Source: an optimization exercise on an open RTL-to-GDS flow (aim: small area, a short achievable clock period and few clock cycles per item). Production flows keep margins and buffers that such runs may drop.
Function was checked by simulation only, so behaviour that the tests miss may differ from the original.
No activity file was given, so power comes from the tool's default toggle rates.

==> flow/config.mk <==
export PLATFORM = sky130hd
export DESIGN_NAME = pcmq
export DESIGN_NICKNAME = pcmq
export VERILOG_FILES = /design/flow/design.v
export SDC_FILE = /design/flow/constraint.sdc
export NUM_CORES = 4
export LEC_CHECK = 0
export CAP_MARGIN = 20
export CORE_MARGIN = 2
export CORE_UTILIZATION = 40
export SLEW_MARGIN = 20
==> flow/constraint.sdc <==
create_clock -name core_clock -period 16.0 [get_ports {clk}]
set_input_delay 3.2000 -clock core_clock [delete_from_list [all_inputs] [get_ports {clk}]]
set_output_delay 3.2000 -clock core_clock [all_outputs]
set_load 0.01 [all_outputs]
==> flow/design.v <==
module pcmq (
    input  wire        clk,
    input  wire        rst,
    input  wire        cmd_valid,
    output wire        cmd_ready,
    input  wire [71:0] cmd_word,
    output wire        rsp_valid,
    input  wire        rsp_ready,
    output wire [71:0] rsp_word
);
    localparam [1:0] PH_IDLE = 2'd0, PH_OPEN = 2'd1, PH_FAULTED = 2'd2;
    localparam       MODE_ENC = 1'b0, MODE_DEC = 1'b1;
    localparam [3:0] ST_OK = 4'h0, ST_INVCFG = 4'h1, ST_INVIN = 4'h2,
                     ST_ABORTED = 4'h3, ST_ILLEGAL = 4'h4;
    reg        rsp_v;
    reg        abort;       
    reg [3:0]  st_q;
    reg        fl_q;
    reg [63:0] d_q;
    reg [1:0]  phase;
    reg        mode;
    reg [5:0]  bd;
    wire acc = cmd_valid && cmd_ready;
    assign cmd_ready = !rst && (!rsp_v || rsp_ready);
    assign rsp_valid = !rst && rsp_v;
    assign rsp_word  = abort ? {ST_ABORTED, 68'b0} : {st_q, 3'b000, fl_q, d_q};
    wire [3:0]  op    = cmd_word[71:68];
    wire [2:0]  rsv   = cmd_word[67:65];
    wire        flag  = cmd_word[64];
    wire [63:0] data  = cmd_word[63:0];
    wire [7:0]  top   = cmd_word[71:64];
    wire is_benc = (rsv == 3'b0) && (op == 4'h1) && !flag && (data[63:6] == 58'b0);
    wire is_bdec = (rsv == 3'b0) && (op == 4'h2) && !flag && (data[63:6] == 58'b0);
    wire is_qnt  = (rsv == 3'b0) && (op == 4'h3);
    wire is_dqn  = (rsv == 3'b0) && (op == 4'h4) && (data[63:38] == 26'b0);
    wire is_end  = (rsv == 3'b0) && (op == 4'h5) && !flag && (data == 64'b0);
    wire [5:0]  new_bd   = data[5:0];
    wire        bd_valid = (new_bd >= 6'd2) && (new_bd <= 6'd32);
    wire [4:0]  k    = bd[4:0] - 5'd1;                  
    wire [31:0] maxa = (32'd1 << k) - 32'd1;            
    wire [63:0] mfix = {maxa, 32'b0};
    wire [63:0] kofs = {maxa + 32'd1, 32'b0} - (64'd1 << (6'd32 - {1'b0, k}));
    wire signed [63:0] s_in = data;
    wire sat_hi = s_in > $signed(mfix);
    wire sat_lo = s_in < -$signed(mfix);
    wire [63:0] w    = data + kofs;
    wire [31:0] ea   = {1'b0, w[63:33]};
    wire [31:0] eb   = ({w[32:1]} >> (6'd32 - {1'b0, k})) & maxa;
    wire [31:0] es   = ea + eb;
    wire        c1   = es >= maxa;
    wire        c2   = es >= {maxa[30:0], 1'b0};
    wire [31:0] eq   = ea + {30'b0, c1 & c2, c1 ^ c2};
    wire [31:0] q    = sat_hi ? (maxa + 32'd1) : (sat_lo ? 32'd0 : eq);
    wire        cinv  = flag;
    wire [5:0]  clen  = data[37:32];
    wire [31:0] cbits = data[31:0];
    wire        code_ok = !cinv && (clen == bd) && ((cbits >> bd) == 32'b0);
    wire signed [32:0] dd = $signed({1'b0, cbits}) - $signed({1'b0, maxa + 32'd1});
    wire signed [63:0] dt = $signed(dd) <<< (5'd31 - k + 5'd1);
    wire [63:0]  dq = {dd[31:0], 32'b0} - dt;
    always @(posedge clk) begin
        if (rst) begin
            rsp_v <= 1'b0;
            phase <= PH_IDLE;
        end else begin
            if (rsp_v && rsp_ready)
                rsp_v <= 1'b0;
            if (acc) begin
                rsp_v <= 1'b1;
                abort <= 1'b0;
                case (phase)
                PH_IDLE: begin
                    if (is_benc || is_bdec) begin
                        mode <= is_bdec ? MODE_DEC : MODE_ENC;
                        bd   <= new_bd;
                        if (bd_valid) begin
                            phase <= PH_OPEN;
                            {st_q, fl_q, d_q} <= {ST_OK, 1'b0, data};
                        end else begin
                            phase <= PH_FAULTED;
                            {st_q, fl_q, d_q} <= {ST_INVCFG, 1'b0, data};
                        end
                    end else begin
                        {st_q, fl_q, d_q} <= {ST_ILLEGAL, 1'b0, 56'b0, top};
                    end
                end
                PH_OPEN: begin
                    if (is_qnt && mode == MODE_ENC) begin
                        if (flag) begin
                            phase <= PH_FAULTED;
                            {st_q, fl_q, d_q} <= {ST_INVIN, 1'b1, data};
                        end else begin
                            {st_q, fl_q, d_q} <= {ST_OK, 1'b0, 26'b0, bd, q};
                        end
                    end else if (is_dqn && mode == MODE_DEC) begin
                        if (code_ok) begin
                            {st_q, fl_q, d_q} <= {ST_OK, 1'b0, dq};
                        end else begin
                            phase <= PH_FAULTED;
                            {st_q, fl_q, d_q} <= {ST_INVIN, cinv, 18'b0, bd, 2'b0, clen, cbits};
                        end
                    end else if (is_end) begin
                        phase <= PH_IDLE;
                        {st_q, fl_q, d_q} <= 69'b0;
                    end else begin
                        phase <= PH_FAULTED;
                        {st_q, fl_q, d_q} <= {ST_ILLEGAL, 1'b0, 56'b0, top};
                    end
                end
                default: begin  
                    if (is_end)
                        phase <= PH_IDLE;
                    else
                        abort <= 1'b1;
                end
                endcase
            end
        end
    end
endmodule
==> flow/run.sh <==
#!/bin/bash
# synth_recipe.tcl (not shown) runs the flow's synth.tcl, then flattens the netlist and writes it again
# the make line also repeats each setting of config.mk as NAME=value (left out here)
make -C /OpenROAD-flow-scripts/flow DESIGN_CONFIG=/design/flow/config.mk WORK_HOME=/design/flow/orfs CLKGATE_MAP_FILE= SYNTH_SCRIPT=/design/flow/synth_recipe.tcl finish
==> out/metrics.csv <==
metric,value,unit
worst_pin_slew,1280,ps
hold_path_end,phase[0]$_SDFFE_PP0P_,
synth_ff_type,edfxtp_1,
period_needed,15020,ps
powerDensity,48.1,nW/um^2
min_path_type,reg2reg,
irDropWorstVdd,0.0490,mV
ff2ff_path_depth,60,
netSwitchingPower,756,uW
clk_latency,360,ps
grt_use_total,37.7,%
h-tree-depth,3,
fin_tns_setup,0,ps
min_from,phase[0]$_SDFFE_PP0P_,
max_stage_delay,550,ps
yosysTopAreaCellShare,14.9,%
dieArea,71500,sq um
yosysMostFrequentCell,nand2_1,
place_ws,289,ps
synth-edff-count,76,
p_sw_share,50.6,%
netlist_instances,3912,
grt_util_met3,7.13,%
drt_wl_total,139,mm
cts_tree,yes,
drtAntennaViolNets,0,
dr.pass1.iters,6,
synth.top_cells.by_count,"374 x nand2_1, 330 x ha_1, 328 x nor2_1",
synth_area,27800,sq um
r2r-end,d_q[24]$_DFFE_PP_,
end_kind,register,
whs,562,ps
worst_slack,984,ps
grt.busiest_layer,met2,
grt_max_degree,70,
ys_ff_latch,79,
finalHoldViolations,0,
seq_area_frac_synth,8.44,%
power_frac_comb,69.0,%
grtUsageMet2,56.8,%
path_clk_slew,70,ps
crit_required,16090,ps
drive_gt1_share,6.87,%
internal_power,739,uW
status,no timing/DRC/antenna violations,
place_hpwl,113,mm
io_buffers,145,
power,1.50,mW
yosysWarnings,1,
p_leak,12.7,nW
die_y,267,um
cp-start-kind,primary input,
num_io_pins,150,
final_max_slew_viol_count,0,
yosys-top-cells-area,"ha_1 15%, edfxtp_1 8.2%, a21oi_1 5.6%",
grt_pass1_vias,29983,
viasPerCell,6.59,
clkSinkCount,79,
crit_fanout,5,
holdPathStages,2,
core_area,68700,sq um
start_util,40.4,%
fin_skew,18.8,ps
pwr-share-seq,15.9,%
finish.utilization,45.2,%
cts-hold-fix-buffers,0,
path_buf_inv,6,
finalCritPeriodShare,93.9,%
cts_max_path_buffers,2,
gp_congestion,1.02,
cp_common_cell,a21oi_1,
route.detailed.drc,0,
crit_arrival,15110,ps
setup_viol,0,
grt_pass1_wl,200,mm
worst_path_max_delay_cell,or4_1,
gr-total-overflow,0,
p_clk_share,15.1,%
drv_cap,0,
r2r_slack,1150,ps
wl_per_cell,28.2,um
critical-path-top-delay-family,compound AO/OA/AOI/OAI gates,
num_rows,96,
critPathKind,in2reg,
finalNetCount,4441,
clockRootBuffer,clkbuf_16,
numCtsBuffers,9,
flow.area_growth_from_synthesis,11.9,%
r2r_start,bd[1]$_DFFE_PP_,
drt_iter0_drc,4525,
max_freq,66.6,MHz
fillers,7187,
vias,32547,
slew_headroom,14.4,%
syn_avg_cell_area,7.10,sq um
use_met1,48.6,%
yosysTopAreaCell,ha_1,
grt_antenna_before_repair,6,
synth_cell_types,108,
dieWidth,267,um
async_flop_share,0,%
-- power groups by stage --
stage / clock network, mW / logic, mW / registers [mW]
2_1_floorplan: 0 / 0.641 / 0.240
3_3_place_gp: 0 / 0.988 / 0.242
3_5_place_dp: 0 / 0.988 / 0.242
4_1_cts: 0.224 / 0.994 / 0.238
5_1_grt: 0.233 / 1.11 / 0.238
6_report: 0.227 / 1.03 / 0.238
-- worst reg2reg max path: cells and delay by family (launching register included) --
family / cells / cell delay [ps]
adder cells (fa/ha/maj): 9 / 3280
buffers and inverters: 5 / 1050
AND/OR/NAND/NOR: 21 / 3990
AO/OA/AOI/OAI: 22 / 4870
flip-flops: 1 / 400
XOR/XNOR: 3 / 990
-- routing by layer --
metal	up-vias	wire length, um
met3	410	14400
li1	14831	-
met4	2	11500
met2	1946	57900
met5	-	12
met1	15358	55600
-- worst max-delay path by stage --
| stage | startpoint | to | slack [ps] | cells after the start |
|---|---|---|---|---|
| 2_1_floorplan | bd[0]$_DFFE_PP_ | d_q[24]$_DFFE_PP_ | 20 | 79 |
| 3_3_place_gp | cmd_word[0] | d_q[24]$_DFFE_PP_ | 320 | 61 |
| 3_5_place_dp | cmd_word[0] | d_q[20]$_DFFE_PP_ | 290 | 61 |
| 4_1_cts | cmd_word[0] | d_q[20]$_DFFE_PP_ | 580 | 61 |
| 5_1_grt | cmd_word[0] | d_q[27]$_DFFE_PP_ | -60 | 60 |
| 6_report | cmd_word[0] | d_q[24]$_DFFE_PP_ | 980 | 58 |
-- logic make-up after synthesis --
logic type      after synthesis  share of synthesized area [%]
flops                        79                           8.44
other cells                   2                         0.0270
fa+ha+maj                   365                           17.4
simple gates               1450                           26.1
buf+inv                     408                           5.74
mux                          81                           3.21
xor+xnor                    242                           7.66
compound gates             1285                           31.4
-- state kept, by name, indices dropped and copies added, names as in the netlist --
register  cells
d_q          64
bd            6
st_q          3
rsp_v         1
phase         2
mode          1
abort         1
fl_q          1
-- cell type report --
class                      count  area [sq um]  share of cell area (%)
clock buffer                   9           225                   0.725
sequential                    79          2340                    7.54
multi-input combinational   3442         24000                    77.4
tap                          931          1160                    3.75
inverter                     179           672                    2.16
timing repair buffer         289          2530                    8.14
antenna                        3          7.51                  0.0242
clock inverter                 7          88.8                   0.286
-- metrics by stage --
stage | instance area [sq um] | std cells
floorplan | 27900 | 3929
global route | 31100 | 4936
finish | 31100 | 4939
CTS | 31000 | 4932
global placement | 30700 | 4916
detailed placement | 30700 | 4916
-- placed cells by master (no fill, tap or decap), types with 56 or more instances in the layout --
cell type and count:
xor2_1 87, ha_1 328, nor2b_1 109, nor2_1 327
o21a_1 59, nor3_1 133, a21o_1 121, mux2i_1 61
nand4_1 69, buf_4 143, edfxtp_1 76, inv_1 174
a211oi_1 56, clkdlybuf4s50_1 145, nand2_1 373, a21oi_1 309
nand3_1 93, xnor2_1 149, o21ai_0 218
-- what timing repair did --
item | 4_1_cts | 5_1_grt
gates resized for setup | 0 | 12
hold endpoints to repair | 0 | 0
setup buffers | 0 | 3
setup endpoints to repair | 0 | 23
Testbench counts, summed over its fixed seeds: cycles 7,439, items 7,431.

-- static timing again, ports no longer ideal --
No port has a modelled driver above. Below, the same layout with a new extraction and two added sets of constraints. Step 1 sets driving cells, clkbuf_16 on the clock port and buf_2 on the other inputs (assumed; they add their load-dependent delay and slew). Step 2 adds t to the input delays and takes it off the output delays; t is the mean of the earliest and latest rising clock arrival at the registers after step 1. Input paths then give back, and output paths get back, about the clock's delay inside the block. Slacks: ideal ports / drivers / drivers and shift; pairs: ideal ports / drivers.
shift t [ns]: 0.393
slack for setup (ns): 0.984 / 1.000 / 0.607
clock arrival spread, ns: 0.018 / 0.019
cell pins on the clock port's net: 1
After both steps this run still meets setup and hold. The setup slack of this run moves by +0.016 ns with the drivers and by -0.377 ns with both steps.
